Source: an optimization exercise on an open RTL-to-GDS flow (aim: small area, a short achievable clock period and few clock cycles). Production flows keep margins and buffers that such runs may drop.
In this exercise RTL edits were held to simulation tests only and were not proved equivalent to the original.
Power figures rest on the tool's default switching activity, not on a simulated workload.

--- design.v ---
module upe_link (
    input  wire        clk,
    input  wire        rst,
    input  wire        strict,
    input  wire        rx_valid,
    input  wire [7:0]  rx_data,
    output wire        rx_ready,
    output reg         ro_valid,
    input  wire        ro_ready,
    output reg  [1:0]  ro_kind,
    output reg  [7:0]  ro_data,
    output reg  [15:0] ro_crc_calc,
    output reg  [15:0] ro_crc_recv,
    input  wire        ti_valid,
    input  wire [7:0]  ti_data,
    output wire        ti_ready,
    output reg         to_valid,
    input  wire        to_ready,
    output reg  [7:0]  to_data
);
    localparam [1:0] K_BYTE  = 2'd0;
    localparam [1:0] K_FRAME = 2'd1;
    localparam [1:0] K_DROP  = 2'd2;
    localparam [1:0] R_FOOTER = 2'd0;
    localparam [1:0] R_SHORT  = 2'd1;
    localparam [1:0] R_CRC    = 2'd2;
    localparam [127:0] KEY_TABLE = {
        8'h80, 8'hE9, 8'h03, 8'h13, 8'h40, 8'hD5, 8'h35, 8'h21,
        8'h40, 8'h0D, 8'h91, 8'h2E, 8'hE6, 8'h14, 8'h6C, 8'h16
    };
    function [7:0] key;
        input [3:0] i;
        begin
            key = KEY_TABLE[{i, 3'b000} +: 8];
        end
    endfunction
    function [15:0] crc_update;
        input [7:0]  b;
        input [15:0] crc;
        integer k;
        reg [15:0] c;
        begin
            c = crc ^ {b, 8'h00};
            for (k = 0; k < 8; k = k + 1)
                c = c[15] ? ((c << 1) ^ 16'h1021) : (c << 1);
            crc_update = c;
        end
    endfunction
    localparam [3:0] S_IDLE    = 4'd0;
    localparam [3:0] S_SYNC2   = 4'd1;
    localparam [3:0] S_LENLO   = 4'd2;
    localparam [3:0] S_LENHI   = 4'd3;
    localparam [3:0] S_PAYLOAD = 4'd4;
    localparam [3:0] S_CKLO    = 4'd5;
    localparam [3:0] S_CKHI    = 4'd6;
    localparam [3:0] S_FOOT1   = 4'd7;
    localparam [3:0] S_FOOT2   = 4'd8;
    reg [3:0]  stage;
    reg [15:0] len;
    reg [15:0] rcnt;
    reg [15:0] crc_calc;
    reg [15:0] crc_recv;
    assign rx_ready = !ro_valid || ro_ready;
    wire       rx_take  = rx_valid && rx_ready;
    wire [7:0] rx_plain = rx_data ^ key(rcnt[3:0]);
    wire [15:0] len_full = {rx_data, len[7:0]};
    wire        crc_ok   = (crc_calc == crc_recv);
    wire [15:0] crc_next = crc_update(rx_plain, crc_calc);
    wire [7:0]  key_cklo = key(len[3:0]);
    wire [7:0]  key_ckhi = key(len[3:0] + 4'd1);
    always @(posedge clk) begin
        if (rst) begin
            stage       <= S_IDLE;
            len         <= 16'd0;
            rcnt        <= 16'd0;
            crc_calc    <= 16'd0;
            crc_recv    <= 16'd0;
            ro_valid    <= 1'b0;
            ro_kind     <= K_BYTE;
            ro_data     <= 8'd0;
            ro_crc_calc <= 16'd0;
            ro_crc_recv <= 16'd0;
        end else begin
            if (ro_valid && ro_ready)
                ro_valid <= 1'b0;
            if (rx_take) begin
                case (stage)
                    S_IDLE: begin
                        if (rx_data == 8'hAB)
                            stage <= S_SYNC2;
                    end
                    S_SYNC2: begin
                        if (rx_data == 8'hCD)
                            stage <= S_LENLO;
                        else
                            stage <= S_IDLE;
                    end
                    S_LENLO: begin
                        len   <= {8'd0, rx_data};
                        stage <= S_LENHI;
                    end
                    S_LENHI: begin
                        len      <= len_full;
                        rcnt     <= 16'd0;
                        crc_calc <= 16'd0;
                        if (len_full == 16'd0)
                            stage <= S_CKLO;
                        else
                            stage <= S_PAYLOAD;
                    end
                    S_PAYLOAD: begin
                        crc_calc <= crc_next;
                        rcnt     <= rcnt + 16'd1;
                        if (rcnt + 16'd1 == len)
                            stage <= S_CKLO;
                        ro_valid <= 1'b1;
                        ro_kind  <= K_BYTE;
                        ro_data  <= rx_plain;
                    end
                    S_CKLO: begin
                        crc_recv <= {8'd0, rx_data ^ key_cklo};
                        stage    <= S_CKHI;
                    end
                    S_CKHI: begin
                        crc_recv[15:8] <= rx_data ^ key_ckhi;
                        stage          <= S_FOOT1;
                    end
                    S_FOOT1: begin
                        if (rx_data == 8'hDC) begin
                            stage <= S_FOOT2;
                        end else begin
                            stage       <= S_IDLE;
                            ro_valid    <= 1'b1;
                            ro_kind     <= K_DROP;
                            ro_data     <= {6'd0, R_FOOTER};
                            ro_crc_calc <= crc_calc;
                            ro_crc_recv <= crc_recv;
                        end
                    end
                    S_FOOT2: begin
                        stage       <= S_IDLE;
                        ro_valid    <= 1'b1;
                        ro_crc_calc <= crc_calc;
                        ro_crc_recv <= crc_recv;
                        if (rx_data != 8'hBA) begin
                            ro_kind <= K_DROP;
                            ro_data <= {6'd0, R_FOOTER};
                        end else if (len < 16'd2) begin
                            ro_kind <= K_DROP;
                            ro_data <= {6'd0, R_SHORT};
                        end else if (strict && !crc_ok) begin
                            ro_kind <= K_DROP;
                            ro_data <= {6'd0, R_CRC};
                        end else begin
                            ro_kind <= K_FRAME;
                            ro_data <= {7'd0, crc_ok};
                        end
                    end
                    default: stage <= S_IDLE;
                endcase
            end
        end
    end
    localparam [3:0] T_LENLO   = 4'd0;
    localparam [3:0] T_LENHI   = 4'd1;
    localparam [3:0] T_SYNC1   = 4'd2;
    localparam [3:0] T_SYNC2   = 4'd3;
    localparam [3:0] T_OLENLO  = 4'd4;
    localparam [3:0] T_OLENHI  = 4'd5;
    localparam [3:0] T_PAYLOAD = 4'd6;
    localparam [3:0] T_CKLO    = 4'd7;
    localparam [3:0] T_CKHI    = 4'd8;
    localparam [3:0] T_FOOT1   = 4'd9;
    localparam [3:0] T_FOOT2   = 4'd10;
    reg [3:0]  tstate;
    reg [15:0] tlen;
    reg [15:0] tcnt;
    reg [15:0] tcrc;
    wire out_free = !to_valid || to_ready;
    wire tin_stage = (tstate == T_LENLO) || (tstate == T_LENHI) ||
                     (tstate == T_PAYLOAD);
    assign ti_ready = tin_stage && out_free;
    wire tx_take = ti_valid && ti_ready;
    wire [7:0]  tkey_pay  = key(tcnt[3:0]);
    wire [7:0]  tkey_cklo = key(tlen[3:0]);
    wire [7:0]  tkey_ckhi = key(tlen[3:0] + 4'd1);
    wire [15:0] tcrc_next = crc_update(ti_data, tcrc);
    always @(posedge clk) begin
        if (rst) begin
            tstate   <= T_LENLO;
            tlen     <= 16'd0;
            tcnt     <= 16'd0;
            tcrc     <= 16'd0;
            to_valid <= 1'b0;
            to_data  <= 8'd0;
        end else begin
            if (to_valid && to_ready)
                to_valid <= 1'b0;
            case (tstate)
                T_LENLO: begin
                    if (tx_take) begin
                        tlen   <= {8'd0, ti_data};
                        tstate <= T_LENHI;
                    end
                end
                T_LENHI: begin
                    if (tx_take) begin
                        tlen   <= {ti_data, tlen[7:0]};
                        tstate <= T_SYNC1;
                    end
                end
                T_SYNC1: begin
                    if (out_free) begin
                        to_valid <= 1'b1;
                        to_data  <= 8'hAB;
                        tstate   <= T_SYNC2;
                    end
                end
                T_SYNC2: begin
                    if (out_free) begin
                        to_valid <= 1'b1;
                        to_data  <= 8'hCD;
                        tstate   <= T_OLENLO;
                    end
                end
                T_OLENLO: begin
                    if (out_free) begin
                        to_valid <= 1'b1;
                        to_data  <= tlen[7:0];
                        tstate   <= T_OLENHI;
                    end
                end
                T_OLENHI: begin
                    if (out_free) begin
                        to_valid <= 1'b1;
                        to_data  <= tlen[15:8];
                        tcnt     <= 16'd0;
                        tcrc     <= 16'd0;
                        if (tlen == 16'd0)
                            tstate <= T_CKLO;
                        else
                            tstate <= T_PAYLOAD;
                    end
                end
                T_PAYLOAD: begin
                    if (tx_take) begin
                        to_valid <= 1'b1;
                        to_data  <= ti_data ^ tkey_pay;
                        tcrc     <= tcrc_next;
                        tcnt     <= tcnt + 16'd1;
                        if (tcnt + 16'd1 == tlen)
                            tstate <= T_CKLO;
                    end
                end
                T_CKLO: begin
                    if (out_free) begin
                        to_valid <= 1'b1;
                        to_data  <= tcrc[7:0] ^ tkey_cklo;
                        tstate   <= T_CKHI;
                    end
                end
                T_CKHI: begin
                    if (out_free) begin
                        to_valid <= 1'b1;
                        to_data  <= tcrc[15:8] ^ tkey_ckhi;
                        tstate   <= T_FOOT1;
                    end
                end
                T_FOOT1: begin
                    if (out_free) begin
                        to_valid <= 1'b1;
                        to_data  <= 8'hDC;
                        tstate   <= T_FOOT2;
                    end
                end
                T_FOOT2: begin
                    if (out_free) begin
                        to_valid <= 1'b1;
                        to_data  <= 8'hBA;
                        tstate   <= T_LENLO;
                    end
                end
                default: tstate <= T_LENLO;
            endcase
        end
    end
endmodule
--- run.sh ---
#!/bin/bash
# synth_recipe.tcl (not shown) runs the flow's synth.tcl, then flattens the netlist and writes it again
# the make line also repeats each setting of config.mk as NAME=value (left out here)
make -C /OpenROAD-flow-scripts/flow DESIGN_CONFIG=/design/flow/config.mk WORK_HOME=/design/flow/orfs CLKGATE_MAP_FILE= SYNTH_SCRIPT=/design/flow/synth_recipe.tcl finish
--- config.mk ---
export PLATFORM = sky130hd
export DESIGN_NAME = upe_link
export DESIGN_NICKNAME = upe_link
export VERILOG_FILES = /design/flow/design.v
export SDC_FILE = /design/flow/constraint.sdc
export NUM_CORES = 4
export LEC_CHECK = 0
export CAP_MARGIN = 20
export CORE_MARGIN = 2
export CORE_UTILIZATION = 40
export SLEW_MARGIN = 20
--- constraint.sdc ---
create_clock -name core_clock -period 4.0 [get_ports {clk}]
set_input_delay 0.8000 -clock core_clock [delete_from_list [all_inputs] [get_ports {clk}]]
set_output_delay 0.8000 -clock core_clock [all_outputs]
set_load 0.01 [all_outputs]
==> notes.md <==
## final cells by class
cell class | count | area, um^2
sequential | 172 | 3440
tap | 341 | 427
inverter | 28 | 105
fill | 2661 | 14200
timing repair buffer | 109 | 1020
multi-input combinational | 1079 | 6860
clock buffer | 17 | 425
clock inverter | 15 | 211
## layout by cell type (no fill, tap or decap), types with 4 or more instances in the layout
master and n:
sky130_fd_sc_hd__nor2_1 173, sky130_fd_sc_hd__dfxtp_1 172, sky130_fd_sc_hd__nand2_1 148, sky130_fd_sc_hd__a21oi_1 140, sky130_fd_sc_hd__xor2_1 84, sky130_fd_sc_hd__clkdlybuf4s50_1 75, sky130_fd_sc_hd__xnor2_1 65, sky130_fd_sc_hd__o21ai_0 63
sky130_fd_sc_hd__nand3_1 54, sky130_fd_sc_hd__a22oi_1 44, sky130_fd_sc_hd__mux2i_1 35, sky130_fd_sc_hd__buf_4 33, sky130_fd_sc_hd__ha_1 29, sky130_fd_sc_hd__inv_1 27, sky130_fd_sc_hd__nor3_1 26, sky130_fd_sc_hd__nand2b_1 22
sky130_fd_sc_hd__nor2b_1 20, sky130_fd_sc_hd__nor4_1 20, sky130_fd_sc_hd__clkbuf_16 17, sky130_fd_sc_hd__mux4_2 13, sky130_fd_sc_hd__a211oi_1 13, sky130_fd_sc_hd__nand3b_1 12, sky130_fd_sc_hd__a31oi_1 10, sky130_fd_sc_hd__nand4_1 9
sky130_fd_sc_hd__or3_1 7, sky130_fd_sc_hd__and3_1 7, sky130_fd_sc_hd__clkinv_8 7, sky130_fd_sc_hd__o22ai_1 6, sky130_fd_sc_hd__a221oi_1 6, sky130_fd_sc_hd__a21o_1 6, sky130_fd_sc_hd__and2_1 4, sky130_fd_sc_hd__or2_2 4
sky130_fd_sc_hd__and4_1 4
## worst min-delay path by stage
stage	from	to	slack, ns	cells after the start
2_1_floorplan	len[12]	len[12]	0.46	2
3_3_place_gp	ro_crc_calc[12]	ro_crc_calc[12]	0.44	2
3_5_place_dp	ro_crc_calc[12]	ro_crc_calc[12]	0.45	2
4_1_cts	ro_crc_calc[12]	ro_crc_calc[12]	0.46	2
5_1_grt	ro_crc_recv[13]	ro_crc_recv[13]	0.48	2
6_report	ro_crc_calc[12]	ro_crc_calc[12]	0.46	2
## metrics by stage
stage	area (um^2)	util, %	total power, uW	hold WS (ns)	setup WS (ns)
2_1_floorplan	10800	-	2890	0.456	1.21
3_3_place_gp	11800	44.3	3330	0.443	0.754
3_5_place_dp	11800	44.3	3340	0.448	0.708
4_1_cts	12500	46.7	5090	0.461	0.776
5_1_grt	12500	46.7	5310	0.480	0.657
6_report	12500	46.7	5060	0.456	0.774
## flip-flops by register name (all words and copies together), names as in the netlist
register,cells
crc_calc,16
crc_recv,16
len,16
rcnt,16
ro_crc_calc,16
ro_crc_recv,16
tcnt,16
tcrc,16
tlen,16
ro_data,8
to_data,8
stage,4
tstate,4
ro_kind,2
ro_valid,1
to_valid,1
## layer usage
metal	share of wire, %	up-vias	wire length (um)
met4	1.4	0	442
met3	5.0	32	1570
li1	-	4862	-
met1	50	4667	15500
met5	0	-	0
met2	44	283	13600
## power by group through the flow
stage,Combinational (uW),Sequential [uW],Clock (uW)
floorplan,973,1920,0
global placement,1330,2000,0
detailed placement,1340,2000,0
CTS,1350,1960,1790
finish,1360,1960,1740
global route,1480,1970,1860
## cells by family (layout without fill, tap and decap cells)
| logic type | Yosys count | count (layout) | share of synthesized area (%) |
|---|---|---|---|
| AOI/OAI and AO/OA | 321 | 321 | 17.9 |
| xor gates and xnor gates | 155 | 155 | 13.4 |
| adders and majority gates | 29 | 29 | 3.36 |
| buffers and inverters | 130 | 169 | 4.73 |
| DFF | 172 | 172 | 31.9 |
| muxes | 49 | 49 | 6.06 |
| and+or+nand+nor | 525 | 525 | 22.7 |
## worst max-delay path, stage by stage
cell and delay (ns):
sky130_fd_sc_hd__clkdlybuf4s50_1 0.43, sky130_fd_sc_hd__nor2b_1 0.52, sky130_fd_sc_hd__nor3_1 0.15, sky130_fd_sc_hd__clkdlybuf4s50_1 0.52
==> results.ini <==
[critical_path]
end_kind = output pin
worst-path-max-fanout = 9
setup.worst_path.end = ti_ready
regToRegStartpoint = rcnt[1]
cp.arrival_ns = 2.43
required_ns = 3.20
worst_setup_path_startpoint = to_ready
r2r-end = stage[0]
worst-r2r-cell-count = 8
startpoint_type = primary input
critical_setup_path_class = primary input to output pin
reg2reg_setup_slack_ns = 0.88

[power_and_ir_drop]
cellInternalPower_uw = 3260
power.combinational.fraction_pct = 26.8
seq_power_share_pct = 38.7
switchingPower_uw = 1800
switching_share_pct = 35.5
power_per_cell_area_mw_per_mm2 = 405
vdd.ir_drop.worst_v = 0.000206
share_clk_of_total_power_pct = 34.4
cellLeakagePower_uw = 0.00457

[grt]
globalRouteTotalUtil_pct = 22.0
vias_in_the_first_global_route = 8956
grt_remaining_overflow = 0
grt.met1_usage_pct = 33.0
antenna_found_initial = 0
groute.layer.met2.usage_pct = 33.1
top_usage_layer = met2
grt_max_degree = 82
grt_first_pass_wirelength_mm = 49.9
met3_usage_pct = 3.55

[die]
start_util_pct = 40.4
fp.dieW_um = 168
floorplan.rows = 60
core-area_mm2 = 0.0267
floorplan.io_pins = 77
die_area_mm2 = 0.0283
dieHeight_um = 168

[synth]
synth.largest_area_cell = sky130_fd_sc_hd__dfxtp_1
syn_inst = 1381
postSynthNetCount = 1433
synthTopCellsByArea = sky130_fd_sc_hd__dfxtp_1, sky130_fd_sc_hd__xor2_1, sky130_fd_sc_hd__a21oi_1
synth_cell_type_count = 67
netlist.area_leader.share_pct = 31.9
share_of_synthesized_registers_carrying_an_async_set_or_reset_pct = 0
syn_area_per_cell_um2 = 7.82
synth.cell_area_mm2 = 0.0108
synth_ff_type = sky130_fd_sc_hd__dfxtp_1
synth.ff_latch_count = 172
synth_most_common_cell = sky130_fd_sc_hd__nor2_1
synth.yosys.seq_area_share_pct = 31.9
synthTopCellsByCount = sky130_fd_sc_hd__nor2_1, sky130_fd_sc_hd__dfxtp_1, sky130_fd_sc_hd__nand2_1
synth_edf_count = 0
synthesis.yosys.warnings = 1

[layout]
final_layout_size_suffix_gt1_share_pct = 6.90
antenna_cells = 0
layout.nets = 1459
instances_no_fill = 1761
area_grow_syn2layout_pct = 15.7

[timing]
number_of_setup_violations_in_the_final_report = 0
worst-slew-pin-transition_ns = 0.907
maxClockFrequency_mhz = 310
period_minus_slack_ns = 3.23
setup_total_negative_slack_ns = 0
finalCritPeriodShare_pct = 80.7
clock-skew-final_ns = 0.0147
finalMaxSlewViolations = 0
timing.max_slew.rel_slack_pct = 39.5
rsz_0062_raised_after_global_routing = no
hold_violations = 0

[route]
post_drt_wl_per_cell_um = 17.7
finalWirelength_mm = 31.2
violation_count_after_the_first_detailed_routing_iteration = 908
via_count = 9844
drc_violations = 0
vias_per_cell = 5.59
first_pass_iters = 6
ant_nets = 0

[clocking]
cts.reportedPaths.clkPinSlew_ns = 0.09
cts_root_buffer = sky130_fd_sc_hd__clkbuf_16
worst_skew_pair.late_latency_ns = 0.44
cts_setup_buffers = 0
cts_tree = yes
post_cts_resized = 0
cts.sinks = 172
postCtsHoldBufs = 0
numCtsBuffers = 17
clock_path_buffers = 2
cts_max_level = 4

[placement]
place_congestion = 0.900
place_hpwl_mm = 22.6
post-place-cells = 1729
io_buffers = 76

[hold_path]
hold_path.class = register to register

[flow_run]
drv.max_cap_violation_count = 0

[status]
result_of_the_run = finished clean

Testbench counts, summed over its fixed seeds: cycles 29,769.

-- separate check: timing with driven ports --
No port has a modelled driver above. Below, the same layout with a new extraction and two added sets of constraints. Step 1 (the two cells are an assumption about what drives the block):
set clk [get_ports {clk}]
set_driving_cell -lib_cell sky130_fd_sc_hd__clkbuf_16 $clk
set_driving_cell -lib_cell sky130_fd_sc_hd__buf_2 [delete_from_list [all_inputs] $clk]
Step 2 moves the port delays by t, midway between the first and last clock arrival at a register: inputs arrive t later, outputs are due t later. That takes back most of the time a late clock gives input paths. a / b / c = ideal / step 1 / step 2; a / b = the first two.
shift t [ns]: 0.482
setup WS [ns]: 0.774 / 0.746 / 0.704
worst setup path at the end: input to register
worst slew at a driven data input, ns: 0.04
After both steps this run still meets setup and hold. For this run, drivers alone change the setup slack by -0.028 ns; drivers and shift together by -0.070 ns.
